Background: an optimization exercise with open tools, aiming at small area, a short achievable clock period and few clock cycles per item. Do not read the settings as production practice. Where RTL was checked, it was by simulation tests only, not by an equivalence proof against the original. Power and IR drop assume default switching activity.

Setup of exp/cedar:
==> flow/design.v <==
module owcrc_engine (
    input  wire        clk,
    input  wire        rst,           
    input  wire        host_sel,
    input  wire        host_we,
    input  wire [7:0]  host_addr,
    input  wire [31:0] host_wdata,
    output reg  [31:0] host_rdata
);
    reg [31:0] cmd_q;
    reg        err, ill, wign;
    reg [15:0] crc_acc;
    reg [31:0] devid_lo, devid_hi;
    reg [6:0]  xfer_addr;
    reg [7:0]  xfer_reg;
    reg [4:0]  xfer_len;
    reg [15:0] data_q;
    reg [1:0]  cfg_speed;
    reg [2:0]  cfg_gsel, cfg_isel;
    reg [23:0] res;
    reg [31:0] buf0, buf1, buf2, buf3;
    reg        crc_run;       
    reg [1:0]  widx;          
    reg        lx_run;        
    reg [1:0]  lx_cnt;        
    wire busy = crc_run | lx_run;
    wire wr = host_sel &  host_we;
    wire a_lo = (host_addr[7:6] == 2'b00) && (host_addr[1:0] == 2'b00);
    wire a_hi = (host_addr[7:4] == 4'b0100) && (host_addr[1:0] == 2'b00);
    wire [3:0] ai = host_addr[5:2];
    wire s_cmd  = a_lo && ai == 4'd0;
    wire s_stat = a_lo && ai == 4'd1;
    wire s_crc  = a_lo && ai == 4'd2;
    wire s_dlo  = a_lo && ai == 4'd3;
    wire s_dhi  = a_lo && ai == 4'd4;
    wire s_xfer = a_lo && ai == 4'd5;
    wire s_data = a_lo && ai == 4'd6;
    wire s_cfg  = a_lo && ai == 4'd7;
    wire s_buf  = a_hi;
    wire dropable = s_cmd | s_crc | s_dlo | s_dhi | s_xfer | s_data | s_cfg | s_buf;
    wire wr_ok    = wr & ~busy;
    wire [31:0] status_word = {23'd0, wign, 3'd0, err, ill, 1'b0, err, busy};
    reg  [31:0] rd_lo, rd_buf;
    always @(*) begin
        case (ai)
            4'd0: rd_lo = cmd_q;
            4'd1: rd_lo = status_word;
            4'd2: rd_lo = {16'd0, crc_acc};
            4'd3: rd_lo = devid_lo;
            4'd4: rd_lo = devid_hi;
            4'd5: rd_lo = {11'd0, xfer_len, xfer_reg, 1'b0, xfer_addr};
            4'd6: rd_lo = {16'd0, data_q};
            4'd7: rd_lo = {21'd0, cfg_isel, 1'b0, cfg_gsel, 2'b00, cfg_speed};
            4'd8: rd_lo = {{10{res[21]}}, res[21:0]};
            default: rd_lo = 32'd0;
        endcase
        case (ai[1:0])
            2'd0: rd_buf = buf0;
            2'd1: rd_buf = buf1;
            2'd2: rd_buf = buf2;
            default: rd_buf = buf3;
        endcase
    end
    wire [31:0] rd_val = a_lo ? rd_lo : (a_hi ? rd_buf : 32'd0);
    function [15:0] crc8;
        input [15:0] c;
        input [7:0]  b;
        integer k;
        reg [15:0] x;
        begin
            x = c ^ {8'h00, b};
            for (k = 0; k < 8; k = k + 1)
                x = x[0] ? ((x >> 1) ^ 16'hA001) : (x >> 1);
            crc8 = x;
        end
    endfunction
    wire [15:0] crc_byte_res = crc8(crc_acc, data_q[7:0]);
    reg [31:0] cw;
    always @(*) begin
        case (widx)
            2'd0: cw = buf0;
            2'd1: cw = buf1;
            2'd2: cw = buf2;
            default: cw = buf3;
        endcase
    end
    wire [15:0] t1 = crc8(crc_acc, cw[7:0]);
    wire [15:0] t2 = crc8(t1, cw[15:8]);
    wire [15:0] t3 = crc8(t2, cw[23:16]);
    wire [15:0] t4 = crc8(t3, cw[31:24]);
    wire [4:0]  crem = xfer_len - {1'b0, widx, 2'b00};    
    wire        clast = (crem <= 5'd4);
    reg  [15:0] chunk;
    always @(*) begin
        if (!clast) chunk = t4;
        else case (crem[1:0])
            2'd1: chunk = t1;
            2'd2: chunk = t2;
            2'd3: chunk = t3;
            default: chunk = t4;
        endcase
    end
    wire        dneg  = data_q[15];
    wire [6:0]  dg5   = {3'd0, data_q[3:0]} * 7'd5 + (dneg ? 7'd7 : 7'd4);
    wire [3:0]  dg    = dg5[6:3];
    wire [11:0] dh    = data_q[15:4];
    wire [12:0] dt_v  = {dh[11], dh} * 13'sd10 + {9'd0, dg};
    wire        dt_ok = dneg ? (data_q >= 16'hFC8F) : (data_q <= 16'd2000);
    wire [16:0] bt_m  = {{4{data_q[12]}}, data_q[12:0]} * 17'd10;
    wire [12:0] bt_v  = bt_m[16:4];
    wire        lx_sel_ok = ~cfg_gsel[2] & (cfg_isel != 3'd7);
    wire [3:0]  lx_s   = {2'b00, cfg_gsel[1:0]} + {1'b0, cfg_isel};
    wire [19:0] lx_x   = {data_q, 3'b000} + {4'd0, data_q};    
    function [9:0] lx_step;            
        input [7:0] r;
        input [1:0] b;
        reg [9:0] t;
        reg [9:0] d1, d2, d3;
        begin
            t  = {r, b};
            d1 = t - 10'd250;
            d2 = t - 10'd500;
            d3 = t - 10'd750;
            if (t >= 10'd750)      lx_step = {2'd3, d3[7:0]};
            else if (t >= 10'd500) lx_step = {2'd2, d2[7:0]};
            else if (t >= 10'd250) lx_step = {2'd1, d1[7:0]};
            else                   lx_step = {2'd0, t[7:0]};
        end
    endfunction
    reg [11:0] lx_qn;
    reg [7:0]  lx_rn;
    reg [9:0]  lx_sr;
    integer j;
    always @(*) begin
        lx_qn = res[11:0];
        lx_rn = res[19:12];
        for (j = 0; j < 3; j = j + 1) begin
            lx_sr = lx_step(lx_rn, lx_qn[11:10]);
            lx_qn = {lx_qn[9:0], lx_sr[9:8]};
            lx_rn = lx_sr[7:0];
        end
    end
    wire [7:0]  lx_b  = res[19:12];
    wire [11:1] lx_t  = {lx_b >= 8'd230, lx_b >= 8'd209, lx_b >= 8'd188,
                         lx_b >= 8'd167, lx_b >= 8'd146, lx_b >= 8'd125,
                         lx_b >= 8'd105, lx_b >= 8'd84,  lx_b >= 8'd63,
                         lx_b >= 8'd42,  lx_b >= 8'd21};
    wire [3:0]  lx_h  = {lx_t[8],
                         lx_t[4] & ~lx_t[8],
                         (lx_t[2] & ~lx_t[4]) | (lx_t[6] & ~lx_t[8]) | lx_t[10],
                         (lx_t[1] & ~lx_t[2]) | (lx_t[3] & ~lx_t[4]) |
                         (lx_t[5] & ~lx_t[6]) | (lx_t[7] & ~lx_t[8]) |
                         (lx_t[9] & ~lx_t[10]) | lx_t[11]};
    wire [8:0]  lx_f   = {lx_b, 1'b0} + {5'd0, lx_h};
    wire [20:0] lx_af  = {res[11:0], lx_f};
    wire [3:0]  lx_rs  = 4'd9 - res[23:20];
    wire [20:0] lx_val = lx_af >> lx_rs;
    wire [7:0] op = host_wdata[7:0];
    wire hz      = (host_wdata[31:8] == 24'd0);
    wire op_nop  = hz && op == 8'h00;
    wire op_byte = hz && op == 8'h01;
    wire op_buf  = hz && op == 8'h02;
    wire op_dt   = hz && op == 8'h22;
    wire op_bt   = hz && op == 8'h32;
    wire op_lx   = hz && op == 8'h42;
    wire len_bad = (xfer_len > 5'd16);
    wire c_ill   = ~(op_nop | op_byte | op_buf | op_dt | op_bt | op_lx)
                   | (op_buf & len_bad) | (op_lx & ~lx_sel_ok);
    wire c_rng   = op_dt & ~dt_ok;
    wire start = wr_ok & s_cmd;
    always @(posedge clk)
        host_rdata <= rd_val;
    always @(posedge clk) begin
        if (rst) begin
            cmd_q     <= 32'd0;
            err       <= 1'b0;
            ill       <= 1'b0;
            wign      <= 1'b0;
            crc_acc   <= 16'd0;
            devid_lo  <= 32'd0;
            devid_hi  <= 32'd0;
            xfer_addr <= 7'd0;
            xfer_reg  <= 8'd0;
            xfer_len  <= 5'd0;
            data_q    <= 16'd0;
            cfg_speed <= 2'd0;
            cfg_gsel  <= 3'd1;
            cfg_isel  <= 3'd3;
            res       <= 24'd0;
            buf0      <= 32'd0;
            buf1      <= 32'd0;
            buf2      <= 32'd0;
            buf3      <= 32'd0;
            crc_run   <= 1'b0;
            widx      <= 2'd0;
            lx_run    <= 1'b0;
            lx_cnt    <= 2'd0;
        end else begin
            if (wr && s_stat && host_wdata[8])
                wign <= 1'b0;
            if (wr && dropable && busy)
                wign <= 1'b1;
            if (wr_ok) begin
                if (s_crc)  crc_acc  <= host_wdata[15:0];
                if (s_dlo)  devid_lo <= host_wdata;
                if (s_dhi)  devid_hi <= host_wdata;
                if (s_xfer) begin
                    xfer_addr <= host_wdata[6:0];
                    xfer_reg  <= host_wdata[15:8];
                    xfer_len  <= host_wdata[20:16];
                end
                if (s_data) data_q <= host_wdata[15:0];
                if (s_cfg) begin
                    cfg_speed <= host_wdata[1:0];
                    cfg_gsel  <= host_wdata[6:4];
                    cfg_isel  <= host_wdata[10:8];
                end
                if (s_buf) case (ai[1:0])
                    2'd0: buf0 <= host_wdata;
                    2'd1: buf1 <= host_wdata;
                    2'd2: buf2 <= host_wdata;
                    default: buf3 <= host_wdata;
                endcase
            end
            if (start) begin
                cmd_q <= host_wdata;
                err   <= c_ill | c_rng;
                ill   <= c_ill;
                if (op_byte)
                    crc_acc <= crc_byte_res;
                if (op_buf && !len_bad && xfer_len != 5'd0) begin
                    crc_acc <= chunk;
                    if (!clast) begin
                        crc_run <= 1'b1;
                        widx    <= 2'd1;
                    end
                end
                if (op_dt)
                    res <= dt_ok ? {{11{dt_v[12]}}, dt_v} : 24'd0;
                if (op_bt)
                    res <= {{11{bt_v[12]}}, bt_v};
                if (op_lx && lx_sel_ok) begin
                    res    <= {lx_s, lx_x[19:12], lx_x[11:0]};
                    lx_cnt <= 2'd0;
                    lx_run <= 1'b1;
                end
            end
            if (crc_run) begin
                crc_acc <= chunk;
                widx    <= widx + 2'd1;
                if (clast) begin
                    crc_run <= 1'b0;
                    widx    <= 2'd0;
                end
            end
            if (lx_run) begin
                lx_cnt <= lx_cnt + 2'd1;
                if (lx_cnt[1]) begin
                    res    <= {3'd0, lx_val};
                    lx_run <= 1'b0;
                end else
                    res[19:0] <= {lx_rn, lx_qn};
            end
        end
    end
endmodule
clock: 12.0 ns
lec_check: 0
cap_margin: 20
core_margin: 2
core_utilization: 30
slew_margin: 20
run.sh (not shown) runs the stock make flow with config.mk's settings and CLKGATE_MAP_FILE= SYNTH_SCRIPT=/design/flow/synth_recipe.tcl, a recipe that flattens the netlist after the stock synthesis.
exp/cedar finished every stage and its layout cleared the timing, design-rule and antenna checks.
Testbench counts of exp/cedar, summed over its fixed seeds: cycles 14,518, commands 1,920.
#### Input delta (exp/harbor over exp/cedar)
--- a/flow/design.v
+++ b/flow/design.v
@@ -17,12 +17,13 @@
     reg [15:0] data_q;
     reg [1:0]  cfg_speed;
     reg [2:0]  cfg_gsel, cfg_isel;
+    reg        res_lx;
     reg [23:0] res;
     reg [31:0] buf0, buf1, buf2, buf3;
     reg        crc_run;       
     reg [1:0]  widx;          
     reg        lx_run;        
-    reg [1:0]  lx_cnt;        
+    reg        lx_cnt;        
     wire busy = crc_run | lx_run;
     wire wr = host_sel &  host_we;
     wire a_lo = (host_addr[7:6] == 2'b00) && (host_addr[1:0] == 2'b00);
@@ -51,7 +52,7 @@
             4'd5: rd_lo = {11'd0, xfer_len, xfer_reg, 1'b0, xfer_addr};
             4'd6: rd_lo = {16'd0, data_q};
             4'd7: rd_lo = {21'd0, cfg_isel, 1'b0, cfg_gsel, 2'b00, cfg_speed};
-            4'd8: rd_lo = {{10{res[21]}}, res[21:0]};
+            4'd8: rd_lo = res_lx ? {11'd0, lx_val} : {{19{res[12]}}, res[12:0]};
             default: rd_lo = 32'd0;
         endcase
         case (ai[1:0])
@@ -140,21 +141,12 @@
             lx_rn = lx_sr[7:0];
         end
     end
-    wire [7:0]  lx_b  = res[19:12];
-    wire [11:1] lx_t  = {lx_b >= 8'd230, lx_b >= 8'd209, lx_b >= 8'd188,
-                         lx_b >= 8'd167, lx_b >= 8'd146, lx_b >= 8'd125,
-                         lx_b >= 8'd105, lx_b >= 8'd84,  lx_b >= 8'd63,
-                         lx_b >= 8'd42,  lx_b >= 8'd21};
-    wire [3:0]  lx_h  = {lx_t[8],
-                         lx_t[4] & ~lx_t[8],
-                         (lx_t[2] & ~lx_t[4]) | (lx_t[6] & ~lx_t[8]) | lx_t[10],
-                         (lx_t[1] & ~lx_t[2]) | (lx_t[3] & ~lx_t[4]) |
-                         (lx_t[5] & ~lx_t[6]) | (lx_t[7] & ~lx_t[8]) |
-                         (lx_t[9] & ~lx_t[10]) | lx_t[11]};
-    wire [8:0]  lx_f   = {lx_b, 1'b0} + {5'd0, lx_h};
-    wire [20:0] lx_af  = {res[11:0], lx_f};
-    wire [3:0]  lx_rs  = 4'd9 - res[23:20];
-    wire [20:0] lx_val = lx_af >> lx_rs;
+    wire [7:0]  lx_b   = res[19:12];
+    wire [16:0] lx_b6  = {lx_b, 1'b0} + {lx_b, 2'b00};             
+    wire [3:0]  lx_h   = lx_b6 / 17'd125;                           
+    wire [8:0]  lx_f   = {lx_b, 1'b0} + {5'd0, lx_h};               
+    wire [38:0] lx_sh  = {18'd0, res[11:0], lx_f} << res[23:20];
+    wire [20:0] lx_val = lx_sh[29:9];
     wire [7:0] op = host_wdata[7:0];
     wire hz      = (host_wdata[31:8] == 24'd0);
     wire op_nop  = hz && op == 8'h00;
@@ -186,6 +178,7 @@
             cfg_speed <= 2'd0;
             cfg_gsel  <= 3'd1;
             cfg_isel  <= 3'd3;
+            res_lx    <= 1'b0;
             res       <= 24'd0;
             buf0      <= 32'd0;
             buf1      <= 32'd0;
@@ -194,7 +187,7 @@
             crc_run   <= 1'b0;
             widx      <= 2'd0;
             lx_run    <= 1'b0;
-            lx_cnt    <= 2'd0;
+            lx_cnt    <= 1'b0;
         end else begin
             if (wr && s_stat && host_wdata[8])
                 wign <= 1'b0;
@@ -235,13 +228,18 @@
                         widx    <= 2'd1;
                     end
                 end
-                if (op_dt)
-                    res <= dt_ok ? {{11{dt_v[12]}}, dt_v} : 24'd0;
-                if (op_bt)
-                    res <= {{11{bt_v[12]}}, bt_v};
+                if (op_dt) begin
+                    res_lx <= 1'b0;
+                    res    <= dt_ok ? {11'd0, dt_v} : 24'd0;
+                end
+                if (op_bt) begin
+                    res_lx <= 1'b0;
+                    res    <= {11'd0, bt_v};
+                end
                 if (op_lx && lx_sel_ok) begin
+                    res_lx <= 1'b1;
                     res    <= {lx_s, lx_x[19:12], lx_x[11:0]};
-                    lx_cnt <= 2'd0;
+                    lx_cnt <= 1'b0;
                     lx_run <= 1'b1;
                 end
             end
@@ -254,12 +252,10 @@
                 end
             end
             if (lx_run) begin
-                lx_cnt <= lx_cnt + 2'd1;
-                if (lx_cnt[1]) begin
-                    res    <= {3'd0, lx_val};
+                res[19:0] <= {lx_rn, lx_qn};
+                lx_cnt    <= 1'b1;
+                if (lx_cnt)
                     lx_run <= 1'b0;
-                end else
-                    res[19:0] <= {lx_rn, lx_qn};
             end
         end
     end
### Flow results
exp/harbor vs exp/cedar on share of the cycle needed by the critical path after routing: exp/harbor is the higher one.
Compared with exp/cedar, in exp/harbor count of plain and timing-repair buffers fell by 6; layout-stage area growth over the synthesis result rose by 1.6 points; clock skew fell by 0.0055 ns.
Delta (exp/harbor minus exp/cedar): fraction of power consumed by the clock network saw an increase; required time of the critical path saw a decrease; time the worst path needs with I/O delays and setup saw an increase; depth of the worst register-to-register path saw an increase.
No functional check of the RTL was part of exp/harbor.

-- static timing again, ports no longer ideal --
No port has a modelled driver above. Below, the same layouts with a new extraction and two added sets of constraints.
Step 1 sets driving cells, clkbuf_16 on the clock port and buf_2 on the other inputs (assumed; they add their load-dependent delay and slew).
Step 2 also shifts input and output timing later by t, the mid clock arrival at the registers, as if the neighbouring blocks saw the same clock.
Slacks: ideal ports / drivers / drivers and shift; pairs: ideal ports / drivers.
| run | t, ns | setup slack, ns | worst register clock-pin slew, ns | worst slew at a driven data input, ns | cell pins on the clock port's net |
|---|---|---|---|---|---|
| exp/cedar | 0.625 | 5.355 / 5.355 / 4.772 | 0.06 / 0.06 | 0.12 | 1 |
| exp/harbor | 0.627 | 4.334 / 4.334 / 4.334 | 0.07 / 0.07 | 0.13 | 1 |
After both steps setup and hold are still met in every run listed. For exp/cedar, which loses most, drivers alone change the setup slack by 0.000 ns; drivers and shift together by -0.583 ns.
